Source: an optimization exercise on an open RTL-to-GDS flow (aim: small area, a short achievable clock period and few clock cycles per item). Production flows keep margins and buffers that such runs may drop. The RTL was checked by simulation tests, not by an equivalence proof against the original design.

[flow/run.sh]
#!/bin/bash
# synth_recipe.tcl (not shown) runs the flow's synth.tcl, then flattens the netlist and writes it again
# the make line also repeats each setting of config.mk as NAME=value (left out here)
make -C /OpenROAD-flow-scripts/flow DESIGN_CONFIG=/design/flow/config.mk WORK_HOME=/design/flow/orfs CLKGATE_MAP_FILE= SYNTH_SCRIPT=/design/flow/synth_recipe.tcl finish
[flow/config.mk]
export PLATFORM = sky130hd
export DESIGN_NAME = amy_num
export DESIGN_NICKNAME = amy_num
export VERILOG_FILES = /design/flow/design.v
export SDC_FILE = /design/flow/constraint.sdc
export NUM_CORES = 4
export LEC_CHECK = 0
export CAP_MARGIN = 20
export CORE_MARGIN = 2
export CORE_UTILIZATION = 40
export SLEW_MARGIN = 20
[flow/constraint.sdc]
create_clock -name core_clock -period 14.0 [get_ports {clk}]
set_input_delay 2.8000 -clock core_clock [delete_from_list [all_inputs] [get_ports {clk}]]
set_output_delay 2.8000 -clock core_clock [all_outputs]
set_load 0.01 [all_outputs]
[flow/design.v]
module amy_num (
    input  wire        clk,
    input  wire        rst,         
    input  wire        cmd_valid,
    output wire        cmd_ready,
    input  wire [31:0] cmd,
    input  wire [31:0] opa,
    input  wire [31:0] opb,
    output reg         res_valid,
    output reg  [31:0] res,
    output reg  [3:0]  status
);
    localparam [3:0] ST_OK      = 4'd0;
    localparam [3:0] ST_ILLEGAL = 4'd1;
    localparam [7:0] OP_S2P     = 8'h10;
    localparam [7:0] OP_P2S     = 8'h11;
    localparam [7:0] OP_L2S     = 8'h12;
    localparam [7:0] OP_S2L     = 8'h13;
    localparam [7:0] OP_IDX_P   = 8'h14;
    localparam [7:0] OP_IDX_S   = 8'h15;
    localparam [7:0] OP_FRAC_P  = 8'h16;
    localparam [7:0] OP_FRAC_S  = 8'h17;
    localparam [7:0] OP_SFRAC_P = 8'h18;
    localparam [7:0] OP_PADD    = 8'h19;
    localparam [7:0] OP_MUL     = 8'h20;
    localparam [7:0] OP_R1      = 8'h21;
    localparam [7:0] OP_R16     = 8'h22;
    localparam [7:0] OP_R256    = 8'h23;
    localparam [7:0] OP_R16R    = 8'h24;
    localparam [7:0] OP_R256R   = 8'h25;
    localparam [7:0] OP_R32D8   = 8'h26;
    reg        in_valid;
    reg [31:0] in_cmd;
    reg [31:0] in_a;
    reg [31:0] in_b;
    assign cmd_ready = 1'b1;
    always @(posedge clk) begin
        if (rst) begin
            in_valid <= 1'b0;
        end else begin
            in_valid <= cmd_valid;
            if (cmd_valid) begin
                in_cmd <= cmd;
                in_a   <= opa;
                in_b   <= opb;
            end
        end
    end
    wire [7:0] op     = in_cmd[31:24];
    wire [4:0] fld_b  = in_cmd[4:0];
    wire       z_ok   = (in_cmd[23:0] == 24'd0);    
    wire       b_ok   = (in_cmd[23:5] == 19'd0);    
    wire       m_ok   = (in_cmd[23:16] == 8'd0);    
    reg        legal;
    reg        mul_rnd;
    reg  [4:0] sh_a, sh_b, sh_o;
    always @(*) begin
        legal   = 1'b0;
        mul_rnd = 1'b0;
        sh_a    = 5'd0;
        sh_b    = 5'd0;
        sh_o    = 5'd0;
        case (op)
            OP_S2P, OP_P2S, OP_L2S, OP_S2L, OP_PADD: legal = z_ok;
            OP_IDX_P, OP_FRAC_P, OP_SFRAC_P:         legal = b_ok;
            OP_IDX_S, OP_FRAC_S:                     legal = b_ok && (fld_b <= 5'd23);
            OP_MUL: begin
                legal   = m_ok;
                mul_rnd = in_cmd[15];
                sh_o    = in_cmd[14:10];
                sh_b    = in_cmd[9:5];
                sh_a    = in_cmd[4:0];
            end
            OP_R1: begin
                legal = z_ok;
                sh_a = 5'd8;  sh_b = 5'd7;  sh_o = 5'd8;
            end
            OP_R16: begin
                legal = z_ok;
                sh_a = 5'd10; sh_b = 5'd9;  sh_o = 5'd4;
            end
            OP_R256: begin
                legal = z_ok;
                sh_a = 5'd12; sh_b = 5'd11; sh_o = 5'd0;
            end
            OP_R16R: begin
                legal = z_ok; mul_rnd = 1'b1;
                sh_a = 5'd10; sh_b = 5'd9;  sh_o = 5'd4;
            end
            OP_R256R: begin
                legal = z_ok; mul_rnd = 1'b1;
                sh_a = 5'd12; sh_b = 5'd11; sh_o = 5'd0;
            end
            OP_R32D8: begin
                legal = z_ok; mul_rnd = 1'b1;
                sh_a = 5'd10; sh_b = 5'd10; sh_o = 5'd6;
            end
            default: legal = 1'b0;
        endcase
    end
    function [31:0] pre_shift;
        input [31:0] x;
        input [4:0]  n;
        input        rnd;
        reg signed [32:0] xe;
        reg signed [32:0] t;
        begin
            xe = {x[31], x};
            if (rnd && n != 5'd0) begin
                t = (xe >>> (n - 5'd1)) + 33'sd1;
                t = t >>> 1;
            end else begin
                t = xe >>> n;
            end
            pre_shift = t[31:0];
        end
    endfunction
    wire [31:0] mul_pa   = pre_shift(in_a, sh_a, mul_rnd);
    wire [31:0] mul_pb   = pre_shift(in_b, sh_b, mul_rnd);
    wire [31:0] mul_prod = mul_pa * mul_pb;             
    wire [31:0] mul_res  = $signed(mul_prod) >>> sh_o;
    wire [31:0] a_nosign  = {1'b0, in_a[30:0]};
    wire [31:0] mask_p    = 32'h7FFFFFFF >> fld_b;       
    wire [31:0] mask_s    = 32'h007FFFFF >> fld_b;       
    wire [31:0] frac_p    = (in_a & mask_p) << fld_b;
    wire [31:0] frac_s    = (in_a & mask_s) << fld_b;
    reg [31:0] alu_res;
    always @(*) begin
        case (op)
            OP_S2P:     alu_res = in_a << 8;
            OP_P2S:     alu_res = $signed(in_a) >>> 8;
            OP_L2S:     alu_res = {{8{in_a[15]}}, in_a[15:0], 8'd0};
            OP_S2L:     alu_res = {{16{in_a[23]}}, in_a[23:8]};
            OP_IDX_P:   alu_res = a_nosign >> (5'd31 - fld_b);
            OP_IDX_S:   alu_res = a_nosign >> (5'd23 - fld_b);
            OP_FRAC_P:  alu_res = frac_p;
            OP_FRAC_S:  alu_res = frac_s;
            OP_SFRAC_P: alu_res = frac_p >> 8;
            OP_PADD:    alu_res = in_a + in_b;
            default:    alu_res = mul_res;
        endcase
    end
    always @(posedge clk) begin
        if (rst) begin
            res_valid <= 1'b0;
            res       <= 32'd0;
            status    <= ST_OK;
        end else begin
            res_valid <= in_valid;
            if (in_valid) begin
                res    <= legal ? alu_res : 32'd0;
                status <= legal ? ST_OK : ST_ILLEGAL;
            end
        end
    end
endmodule
==> impl_metrics.tcl <==
set metrics [dict create \
    post-route-cell-area_um2 41920 \
    tightestPinTransition_ps 1270 \
    cts-root-buf "clkbuf_16" \
    critical_path.max_stage_delay_ps 630 \
    non_filler_cells_final 6169 \
    ys_dominant_reg_cell "edfxtp_1" \
    report.final.setup_viol 0 \
    number_of_h_tree_levels 4 \
    totalWireLength_mm 167.0 \
    drt.antenna.violating_nets 0 \
    synthesis.yosys.warnings 1 \
    dpl.hpwl_mm 133.3 \
    portBuffers 132 \
    cts_hold_buf 0 \
    fp.coreArea_um2 93330 \
    synthTopCellsByCount "nor2_1, nand2_1, inv_1" \
    grt_first_pass_wirelength_mm 246.9 \
    sequential_share_of_the_synthesized_area 0.09506 \
    critPathLaunchType "register" \
    most_common_cell_on_crit_path "fa_1" \
    vias_per_cell 6.059 \
    final.min_clock_period_ps 13480 \
    timing.critical_path.to_type "register" \
    detailedRoute.firstIterationViolations 4298 \
    max_slew_margin 0.1464 \
    insertion_delay_ps 470 \
    synth.ff_latch_count 131 \
    post-synth-top-count-cell "nor2_1" \
    overflow 0 \
    cts.reportedPaths.clkPinSlew_ps 70 \
    die-height_um 311.0 \
    max_clock_freq_mhz 74.20 \
    fp.dieW_um 311.0 \
    hp-class "reg -> reg" \
    post_synth_inst_count 4875 \
    synth_async_sr_flop_share 0 \
    drt-pass1-iter-count 6 \
    final-hold-violation-count 0 \
    initial_utilization 0.4039 \
    number_of_flops_mapped_to_enable_cells_by_yosys 96 \
    timing.critical_path.required_ps 14350 \
    num_vias 37380 \
    first_global_vias 37090 \
    track_usage 0.3396 \
    cts_buffer_depth 2 \
    clock_sinks 131 \
    gp_congestion 1.009 \
    post_drt_wl_per_cell_um 27.07 \
    yosysUniqueCellTypes 102 \
    fin_nets 5571 \
    pre_cts_ws_ps 79.77 \
    synth.cell_area_um2 37690 \
    synth_area_leaders "fa_1, edfxtp_1, mux2i_1" \
    cp.arrival_ps 13820 \
    grt_start_max_net_pins 86 \
    post_dp_cell_area_um2 40970 \
    io-pin-count 137 \
    drive_above_1_share 0.09685 \
    design.die.area_um2 96710 \
    numCtsBuffers 17 \
    worst_clock_skew_ps 18.93 \
    result_of_the_run "complete, no violations" \
    synth_top_cell_by_area "fa_1" \
    critical_path_peak_fanout 8 \
    final.period_utilization 0.9627 \
    slowest_stage "or4b_1" \
    grt_antenna_before_repair 5 \
    avgSynthCellArea_um2 7.732 \
    antenna_cells 0 \
    dp_cells 6120 \
    drc 0 \
    setup.worst_path.class "reg -> reg" \
    layout_setup_ws_ps 522.4 \
    cts_tree "built" \
    maxCapViolCount 0 \
    netlist.area_leader.share 0.2172 \
    synthesis_to_layout_area_growth_pct 11.20 \
    maxSlewViolCount 0 \
    rows 112 \
]
## flip-flops by register name, summed over array words and instances, names as in the netlist
name / count
in_b: 32
res: 32
in_cmd: 32
in_a: 32
in_valid: 1
status: 1
res_valid: 1
## placed cells by master, fill, tap and decap left out, types with 25 or more instances in the layout
cell             netlist  layout
a21oi_1              311     297
fa_1                 409     409
nor2_1               556     552
nand2b_1              86      86
o221ai_1              26      26
o21ai_0              219     207
mux4_2                52      52
xnor2_1              100      97
dfxtp_1               35      35
a211oi_1              85      83
clkdlybuf4s50_1        0     132
mux2_2                34      34
nor2b_1               53      52
mux2i_1              272     269
nand3_1              135     133
buf_4                  6     214
or2_2                 34      34
o22ai_1               29      29
edfxtp_1              96      96
inv_1                530     529
a21o_1                46      45
nand2_1              547     546
o211ai_1              48      48
and2_1                65      65
nor3_1                68      67
ha_1                 161     161
o21a_1                25      25
xor2_1                28      28
a31oi_1               44      42
and3_1                40      39
## layout make-up
| class | instances | area [um^2] |
|---|---|---|
| Multi-Input combinational cell | 3869 | 31180 |
| Tap cell | 1254 | 1569 |
| Fill cell | 9590 | 51410 |
| Clock inverter | 15 | 188.9 |
| Timing Repair Buffer | 348 | 2953 |
| Sequential cell | 131 | 3583 |
| Inverter | 535 | 2011 |
| Clock buffer | 17 | 425.4 |
## per-stage QoR
step / TNS, ps / util / hold slack (ps)
2_1_floorplan: 0 / - / 466.6
3_5_place_dp: 0 / 0.4390 / 474.3
4_1_cts: 0 / 0.4456 / 484.3
3_3_place_gp: 0 / 0.4389 / 453.8
6_report: 0 / 0.4491 / 474.5
5_1_grt: -24.27 / 0.4491 / 509.4
## cells by family (layout without fill, tap and decap cells)
family                     Yosys count  count (layout)  synth area share
and+or+nand+nor                   1690            1690            0.2041
AOI/OAI and AO/OA                 1110            1110            0.1926
buffers and inverters              878             915           0.08935
adders and majority gates          570             570            0.2707
muxes                              358             358            0.1135
xor gates and xnor gates           136             137           0.03459
DFF                                131             131           0.09506
other                                2               4         0.0001992
## metal layers
metal / vias up / GRT usage / part of all wire
met3: 334 / 0.04692 / 0.074
met1: 18440 / 0.4381 / 0.41
li1: 16800 / - / -
met4: 0 / 0.1894 / 0.065
met5: - / 0 / 0
met2: 1804 / 0.5487 / 0.46
## worst paths after layout
kind,from,end,slack (ps),cells past startpoint
min reg2reg,res[26]$_SDFFE_PP0P_,res[26]$_SDFFE_PP0P_,470,2
max reg2reg,in_cmd[31]$_DFFE_PP_,res[3]$_SDFFE_PP0P_,520,45
min,res[26]$_SDFFE_PP0P_,res[26]$_SDFFE_PP0P_,470,2
max,in_cmd[31]$_DFFE_PP_,res[3]$_SDFFE_PP0P_,520,45
## worst max-delay path: cells and delay by family, from the launching register on
family	cells	cell delay [ps]
adder cells (fa/ha/maj)	10	4090
AND/OR/NAND/NOR	11	3270
XOR/XNOR	10	2490
AO/OA/AOI/OAI	6	1580
buffers and inverters	7	920
multiplexers	1	520
flip-flops	1	450
## what timing repair did
item	in CTS	in global routing
resized for setup	0	43
setup endpoints to repair	0	32
buffers inserted	0	16
Testbench counts, summed over its fixed seeds: cycles 32,016, items 32,000.

[port drivers added, routing unchanged]
The flow's constraints put no driver on any port. The routed layout listed below was extracted and timed again, unchanged, in two steps. Step 1 (the two cells are an assumption about what drives the block):
set clk [get_ports {clk}]
set_driving_cell -lib_cell sky130_fd_sc_hd__clkbuf_16 $clk
set_driving_cell -lib_cell sky130_fd_sc_hd__buf_2 [delete_from_list [all_inputs] $clk]
Step 2 adds t to the input delays and takes it off the output delays; t is the mean of the earliest and latest rising clock arrival at the registers after step 1. Input paths then give back, and output paths get back, about the clock's delay inside the block. a / b / c = no drivers / after step 1 / after step 2; a / b = the first two.
t (ns): 0.508
setup slack, ns: 0.522 / 0.522 / 0.522
cell pins on the clock port's net: 1
After both steps this run still meets setup and hold. For this run, drivers alone change the setup slack by 0.000 ns; drivers and shift together by 0.000 ns.
